From an optimization exercise on the open Yosys and OpenROAD flow, aimed at small area, a short achievable clock period and few clock cycles; shortcuts taken in it are not production practice. Only simulation tests tie the RTL to the original design; equivalence was not proved.

== raven ==
==> flow/design.v (excerpt) <==
module idcodec_core (
    input             clk,
    input             rst,
    input             in_valid,
    output            in_ready,
    input      [2:0]  in_op,
    input      [63:0] in_data,
    output            dig_valid,
    output     [7:0]  dig_data,
    output            resp_valid,
    output     [63:0] resp_value,
    output            resp_ovf,
    output     [6:0]  resp_len
);
    localparam OP_SETCFG  = 3'd1;
    localparam OP_SETPERM = 3'd2;
    localparam OP_ENC     = 3'd3;
    localparam OP_DIGIT   = 3'd4;
    localparam OP_DEC     = 3'd5;
    localparam LD_IDLE = 3'd0;    
    localparam LD_DIG  = 3'd1;    
    localparam LD_I2D  = 3'd2;    
    localparam LD_PAD  = 3'd3;    
    localparam LD_DONE = 3'd4;    
    integer i;
    reg         rdy_r;
    reg         cmd_v;
    reg  [2:0]  cmd_op;
    reg  [63:0] cmd_data;
    wire acc_now = in_valid & rdy_r & ~rst;
    always @(posedge clk) begin
        cmd_v    <= acc_now;
        cmd_op   <= in_op;
        cmd_data <= in_data;
    end
    wire c_cfg  = cmd_v & (cmd_op == OP_SETCFG);
    wire c_perm = cmd_v & (cmd_op == OP_SETPERM);
    wire c_enc  = cmd_v & (cmd_op == OP_ENC);
    wire c_dig  = cmd_v & (cmd_op == OP_DIGIT);
    wire c_dec  = cmd_v & (cmd_op == OP_DEC);
    reg [8:0]    base;
    reg [8:0]    mbase;            
    reg [6:0]    minlen;
    reg [10:0]   nbase1;           
    reg [10:0]   nbase2;           
    reg [194:0]  mula;
    reg [2047:0] permf;
    always @(posedge clk) begin
        if (c_cfg) begin
            base   <= cmd_data[8:0];
            minlen <= cmd_data[22:16];
        end
        mbase  <= base;
        nbase1 <= 11'd0 - {2'd0, base};
  ...
==> flow/config.mk <==
export PLATFORM = sky130hd
export DESIGN_NAME = idcodec_core
export DESIGN_NICKNAME = idcodec_core
export VERILOG_FILES = /design/flow/design.v
export SDC_FILE = /design/flow/constraint.sdc
export NUM_CORES = 8
export LEC_CHECK = 0
export CAP_MARGIN = 30
export CORE_MARGIN = 2
export CORE_UTILIZATION = 25
export SLEW_MARGIN = 30
export SETUP_SLACK_MARGIN = 7.5
==> flow/constraint.sdc <==
create_clock -name core_clock -period 12.0 [get_ports {clk}]
set_input_delay 2.4000 -clock core_clock [delete_from_list [all_inputs] [get_ports {clk}]]
set_output_delay 2.4000 -clock core_clock [all_outputs]
set_load 0.01 [all_outputs]
standard.sh (not shown) runs the stock make flow with config.mk's settings and CLKGATE_MAP_FILE= SYNTH_SCRIPT=/design/flow/synth_recipe.tcl, a recipe that flattens the netlist after the stock synthesis.
==> flow/flow/run.sh <==
#!/bin/bash
MARGIN=7.5
echo "export SETUP_SLACK_MARGIN = $MARGIN" >> config.mk
export SETUP_SLACK_MARGIN=$MARGIN
bash standard.sh > standard.log 2>&1
status=$?
echo "standard.sh exit $status" >> standard.log
exit $status
Testbench counts of raven, summed over its fixed seeds: cycles 63,563.
Modified inputs, onyx compared to raven
--- a/flow/design.v
+++ b/flow/design.v
@@ -186,28 +186,28 @@
     wire [7:0] b_x1 = (cw1_en && d_w1 == b_a1) ? d_wd1 : (cw0_en && d_w0 == b_a1) ? d_wd0 : b_r1;
     wire [7:0] b_xl = (cw1_en && d_w1 == b_al) ? d_wd1 : (cw0_en && d_w0 == b_al) ? d_wd0 : b_rl;
     wire [7:0] x0 = (cw1_en && d_w1 == rd0) ? d_wd1 : (cw0_en && d_w0 == rd0) ? d_wd0 : mx0;
     wire [7:0] x1 = (cw1_en && d_w1 == rd1) ? d_wd1 : (cw0_en && d_w0 == rd1) ? d_wd0 : mx1;
     wire [7:0] xl = (cw1_en && d_w1 == rd2) ? d_wd1 : (cw0_en && d_w0 == rd2) ? d_wd0 : mxl;
     wire [5:0] rd3 = ewrap(rd0 + 6'd3, efull, ehalf);
     wire [5:0] rd4 = ewrap(rd0 + 6'd4, efull, ehalf);
     reg  [7:0] gv0 [0:7];
     reg  [7:0] gv1 [0:7];
     always @(*) begin
         for (i = 0; i < 8; i = i + 1) begin
-            gv0[i] = permf[256*i + 8*b_r0[4:0] +: 8];
-            gv1[i] = permf[256*i + 8*b_r1[4:0] +: 8];
+            gv0[i] = permf[256*i + 8*b_x0[4:0] +: 8];
+            gv1[i] = permf[256*i + 8*b_x1[4:0] +: 8];
         end
     end
-    wire [7:0] pl0 = gv0[b_r0[7:5]];
-    wire [7:0] pl1 = gv1[b_r1[7:5]];
+    wire [7:0] pl0 = gv0[b_x0[7:5]];
+    wire [7:0] pl1 = gv1[b_x1[7:5]];
     wire [7:0] sb0 = b_l0 ? 8'd0 : b_x1;
     wire [7:0] sb1 = b_l1 ? 8'd0 : b_xl;
     wire [8:0] df0 = {1'b0, b_x0} - {1'b0, sb0};
     wire [8:0] df1 = {1'b0, b_x1} - {1'b0, sb1};
     wire [8:0] dm0 = df0[8] ? df0 + base : df0;
     wire [8:0] dm1 = df1[8] ? df1 + base : df1;
     wire [7:0] v0_n = b_p0 ? b_x0 : b_fwd ? pl0 : dm0[7:0];
     wire [7:0] k0_n = b_p0 ? b_x0 : dm0[7:0];    
     wire [7:0] k1_n = b_p1 ? b_x1 : dm1[7:0];
     wire [7:0] v1_n = b_p1 ? b_x1 : b_fwd ? pl1 : dm1[7:0];
     wire [7:0]  cin0 = c_f0 ? 8'd0 : carry;
@@ -372,23 +372,23 @@
     reg  [23:0] dn_dl;
     wire eng_done  = dr_v && (dr_cnt == 2'd0) && !dn_v;
     wire eng_start = (ld_st == LD_DONE) && !eng_run;
     wire [5:0] eng_F = rd0;
     wire [5:0] eng_off = pf ? en_n[5:0] - 6'd2 : (en_n == 7'd1) ? 6'd0 : 6'd1;
     wire o_fin     = o_busy && (o_fwd ? (o_cnt == 7'd1) :
                                 (!o_first && o_cnt == 7'd0 && (d_fast || (fin_add && !dvalid))));
     wire o_take_dn = dn_v && (!o_busy || (o_fin && dn_n != 7'd0));
     wire o_take_en = eng_done && !dn_v && (!o_busy || (o_fin && dr_n != 7'd0));
     wire [1:0] s_mod = (cnt <= 7'd1 || cnt == 7'd3) ? 2'd0 : (cnt == 7'd2) ? 2'd1 : 2'd3;
     wire [1:0] pre_n = ld_fwd ? ((cnt >= 7'd3) ? 2'd2 : 2'd0) : ((cnt >= 7'd2) ? 2'd1 : 2'd0);
-    wire       pf_n  = ld_fwd ? (cnt >= 7'd9) : (cnt >= 7'd7);
+    wire       pf_n  = (cnt >= 7'd7);
     wire [8:0] n3m3  = {1'b0, cnt, 1'b0} + {2'b0, cnt} - 9'd3;
     reg [3:0] wq_en;
     reg [3:0] wq_row [0:3];
     reg [7:0] wq_dat [0:3];
     always @(*) begin
         for (i = 0; i < 4; i = i + 1) begin
             wq_en[i]  = 1'b0;
             wq_row[i] = lp[4:1];
             wq_dat[i] = ld_wd;
             if (cw0_en && {d_w0[5], d_w0[0]} == i[1:0]) begin
                 wq_en[i]  = 1'b1;
@@ -648,23 +648,23 @@
             hdist   <= pf_n ? {1'b0, cnt} - 8'd3 : {1'b0, cnt};
             wofs    <= pf_n ? cnt[5:0] - 6'd3 : cnt[5:0];
             wofs_p  <= cnt[5:0];
             rd0     <= ewrap(lp + 6'd1, cnt > 7'd32, lh);
             rd1     <= ewrap(lp + 6'd2, cnt > 7'd32, lh);
             rd2     <= ewrap(lp + 6'd3, cnt > 7'd32, lh);
             sq_pre  <= (pre_n != 2'd0);
             sq_pc   <= pre_n;
             sq_j    <= 7'd0;
             sq_r    <= 7'd0;
         end else if (eng_run) begin
-            slk  <= hdist - {6'd0, g} - (fwd ? {6'd0, b_g} : 8'd0);
+            slk  <= hdist - {6'd0, g};
             case (g)
                 2'd2: begin
                     rd0 <= rd2;
                     rd1 <= rd3;
                     rd2 <= rd4;
                 end
                 2'd1: begin
                     rd0 <= rd1;
                     rd1 <= rd2;
                     rd2 <= rd3;
                 end
Findings:
The gate count after technology mapping in onyx sits 440 above the value recorded for raven.
onyx against raven: post-synthesis mux area share now smaller; mean routed wirelength per cell now sits higher; utilization of the core after routing picked up an extra 1.0 points.
Summary of onyx over raven: final design instance area without fill rose by 3.0%; fraction of met3 tracks used by global routing rose by 2.0 points.
On width of the die, onyx tracks raven almost exactly.
| simple-gate share of the synthesized area | higher: onyx |
Relative to raven, die footprint decreased by about 0.4% in onyx.
Testbench counts of onyx, summed over its fixed seeds: cycles 62,262.

## static timing again, ports no longer ideal
How much do the figures lean on ideal ports? The routed layouts below were timed once more, with nothing changed but the port constraints.
Step 1 (the two cells are an assumption about what drives the block):
set clk [get_ports {clk}]
set_driving_cell -lib_cell sky130_fd_sc_hd__clkbuf_16 $clk
set_driving_cell -lib_cell sky130_fd_sc_hd__buf_2 [delete_from_list [all_inputs] $clk]
Step 2 times the ports against the registers' clock, not the clock port: input delays grow and output delays shrink by t, the midpoint of the rising clock arrivals with the driver on.
a / b / c = ideal / step 1 / step 2; a / b = the first two.
run | t, ns | slack for setup (ns) | worst setup path after step 2 | clock arrival spread, ns | pins driven straight from the clock port
raven | 1.255 | 6.906 / 6.906 / 6.859 | input to register | 0.226 / 0.226 | 1
onyx | 1.224 | 6.711 / 6.711 / 6.711 | register to register | 0.201 / 0.202 | 1
After both steps every run listed still meets setup and hold. For raven, which loses most, drivers alone change the setup slack by 0.000 ns; drivers and shift together by -0.047 ns.
